Source: an optimization exercise on an open RTL-to-GDS flow (aim: small area). Production flows keep margins and buffers that such runs may drop. In this exercise RTL edits were held to simulation tests only and were not proved equivalent to the original. Power figures rest on the tool's default switching activity, not on a simulated workload.

==> job 5898: inputs <==
## display_font_rom
module display_font_rom (
    input  wire        clk,
    input  wire        rst,          
    input  wire        tick,         
    input  wire        in_valid,
    input  wire [31:0] in_data,
    output wire        in_ready,
    output wire        rsp_valid,
    output wire [31:0] rsp_data,
    output reg         load,         
    output reg         din,          
    output reg         sclk          
);
==> flow/config.mk <==
export PLATFORM = sky130hd
export DESIGN_NAME = display_font_rom
export DESIGN_NICKNAME = display_font_rom
export VERILOG_FILES = /design/flow/design.v
export SDC_FILE = /design/flow/constraint.sdc
export NUM_CORES = 4
export LEC_CHECK = 0
export ABC_AREA = 1
export CAP_MARGIN = 20
export CORE_MARGIN = 2
export CORE_UTILIZATION = 40
export CTS_BUF_LIST = sky130_fd_sc_hd__clkbuf_16
export CTS_CLUSTER_DIAMETER = 60
export CTS_CLUSTER_SIZE = 30
export SLEW_MARGIN = 20
==> flow/constraint.sdc <==
create_clock -name core_clock -period 10.0 [get_ports {clk}]
set_input_delay 2.0000 -clock core_clock [delete_from_list [all_inputs] [get_ports {clk}]]
set_output_delay 2.0000 -clock core_clock [all_outputs]
set_load 0.01 [all_outputs]
run.sh (not shown) runs the stock make flow with config.mk's settings and CLKGATE_MAP_FILE= SYNTH_SCRIPT=/design/flow/synth_recipe.tcl, a recipe that flattens the netlist after the stock synthesis.
==> job 7554: changes against job 5898 <==
CTS_BUF_LIST = sky130_fd_sc_hd__clkbuf_16 sky130_fd_sc_hd__clkbuf_8   (was sky130_fd_sc_hd__clkbuf_16)
CTS_CLUSTER_DIAMETER = 45   (was 60)
CTS_CLUSTER_SIZE = 24   (was 30)
==> qor summary <==
quantity                                         job 5898       job 7554
Combinational share of power                        18.1%          17.1%
Iter 0 DRT Violations                                1220           1231
Peak supply drop                                0.1438 mV      0.1956 mV
Power share of the clock group                      34.1%          37.4%
CP arrival                                        4.18 ns        4.17 ns
Static Leakage                                0.009012 uW    0.009150 uW
Status                   no timing/DRC/antenna violations  no timing/DRC/antenna violations
Clock network share of area                        6.699%         7.821%
Average vias per placed instance                    5.176          5.159
Final worst clock skew                         0.05808 ns     0.02388 ns
Fmax achieved                                   161.8 MHz      162.0 MHz
Final Worst Setup Slack                          3.818 ns       3.827 ns
Detailed route wirelength on metal2              20.83 mm       21.25 mm
Count of clock buffers in the final design             36             49
Layout area overhead                               13.57%         14.95%
Post-Route Hold Slack                           0.3152 ns      0.3193 ns
Pwr dens                                    222.2 nW/um^2  230.6 nW/um^2
Sw frac                                            32.48%         30.93%
Wire length on met3                              3.740 mm       3.666 mm
Multi-input logic portion of the cell area         36.68%         36.24%
Slack of the worst reg-to-reg path                5.04 ns        4.98 ns

========
==> inputs of 08-14 <==
display_font_rom, a different RTL version from the one above (not shown whole).
export LEC_CHECK = 0
export ABC_AREA = 1
export CAP_MARGIN = 20
export CORE_MARGIN = 2
export CORE_UTILIZATION = 60
export CTS_BUF_LIST = sky130_fd_sc_hd__clkbuf_4
export CTS_CLUSTER_DIAMETER = 35
export CTS_CLUSTER_SIZE = 10
export PLACE_DENSITY = 0.7
export SLEW_MARGIN = 20
create_clock -name core_clock -period 10.0 [get_ports {clk}]
standard.sh (not shown) runs the stock make flow with config.mk's settings and CLKGATE_MAP_FILE= SYNTH_SCRIPT=/design/flow/synth_recipe.tcl, a recipe that flattens the netlist after the stock synthesis.
==> flow/flow/run.sh <==
#!/bin/bash
set -euo pipefail
export BUFFER_PORTS_ARGS="-buffer_cell sky130_fd_sc_hd__buf_1"
export CTS_ARGS="-sink_clustering_enable -repair_clock_nets -sink_clustering_size 10 -sink_clustering_max_diameter 35 -buf_list sky130_fd_sc_hd__clkbuf_4 -dont_use_dummy_load"
bash standard.sh > standard.log 2>&1
==> inputs of 06-18, as changes to 08-14 <==
- CTS_BUF_LIST: sky130_fd_sc_hd__clkbuf_4 -> sky130_fd_sc_hd__clkbuf_8
- CTS_CLUSTER_DIAMETER: 35 -> 50
- CTS_CLUSTER_SIZE: 10 -> 21
==> comparison table <==
item                                                                                       08-14                    06-18
Status                                                                   complete, no violations  complete, no violations
Largest net degree at the start of global routing                                             71                       71
Library cell contributing the largest single delay on the critical path   sky130_fd_sc_hd__buf_1   sky130_fd_sc_hd__buf_1
Place WS                                                                                 4800 ps                  4800 ps
Routing usage on met3                                                                     0.0462                   0.0462
R2R depth                                                                                     15                       15
Antenna violations before repair                                                               1                        1
Simple-gate area share of the yosys netlist                                                0.145                    0.145
Post-Route Setup TNS                                                                        0 ps                     0 ps
Min cycle time layout                                                                    5250 ps                  5250 ps
H-tree lvl count                                                                               2                        2
Via density per instance                                                                    5.60                     5.60
Share of synthesized registers carrying an async set or reset                                  0                        0
Netlist cell types                                                                            59                       59
Leading power group                                                             sequential cells         sequential cells

separate check: timing with driven ports:
In the flow no input, the clock included, has a driving cell. The finished layouts below were timed again as built, in two steps. Step 1, drivers: a clkbuf_16 drives clk and a buf_2 each remaining input, both assumed. Step 2 moves the port delays by t, midway between the first and last clock arrival at a register: inputs arrive t later, outputs are due t later. That takes back most of the time a late clock gives input paths. Three values: ideal ports, drivers, drivers and shift; two values: the first two.
run	shift t [ns]	slack for setup (ns)	worst hold slack (ns)	worst setup path at the end	pins driven straight from the clock port
job 5898	0.619	3.818 / 3.750 / 3.750	0.315 / 0.315 / 0.315	input to output	1
job 7554	0.633	3.827 / 3.765 / 3.765	0.319 / 0.319 / 0.319	input to output	1
08-14	0.736	4.754 / 4.731 / 4.731	0.279 / 0.279 / 0.279	input to output	1
06-18	0.736	4.754 / 4.731 / 4.731	0.279 / 0.279 / 0.279	input to output	1
After both steps setup and hold are still met in every run listed. The setup slack of job 5898, which loses most, moves by -0.068 ns with the drivers and by -0.068 ns with both steps.
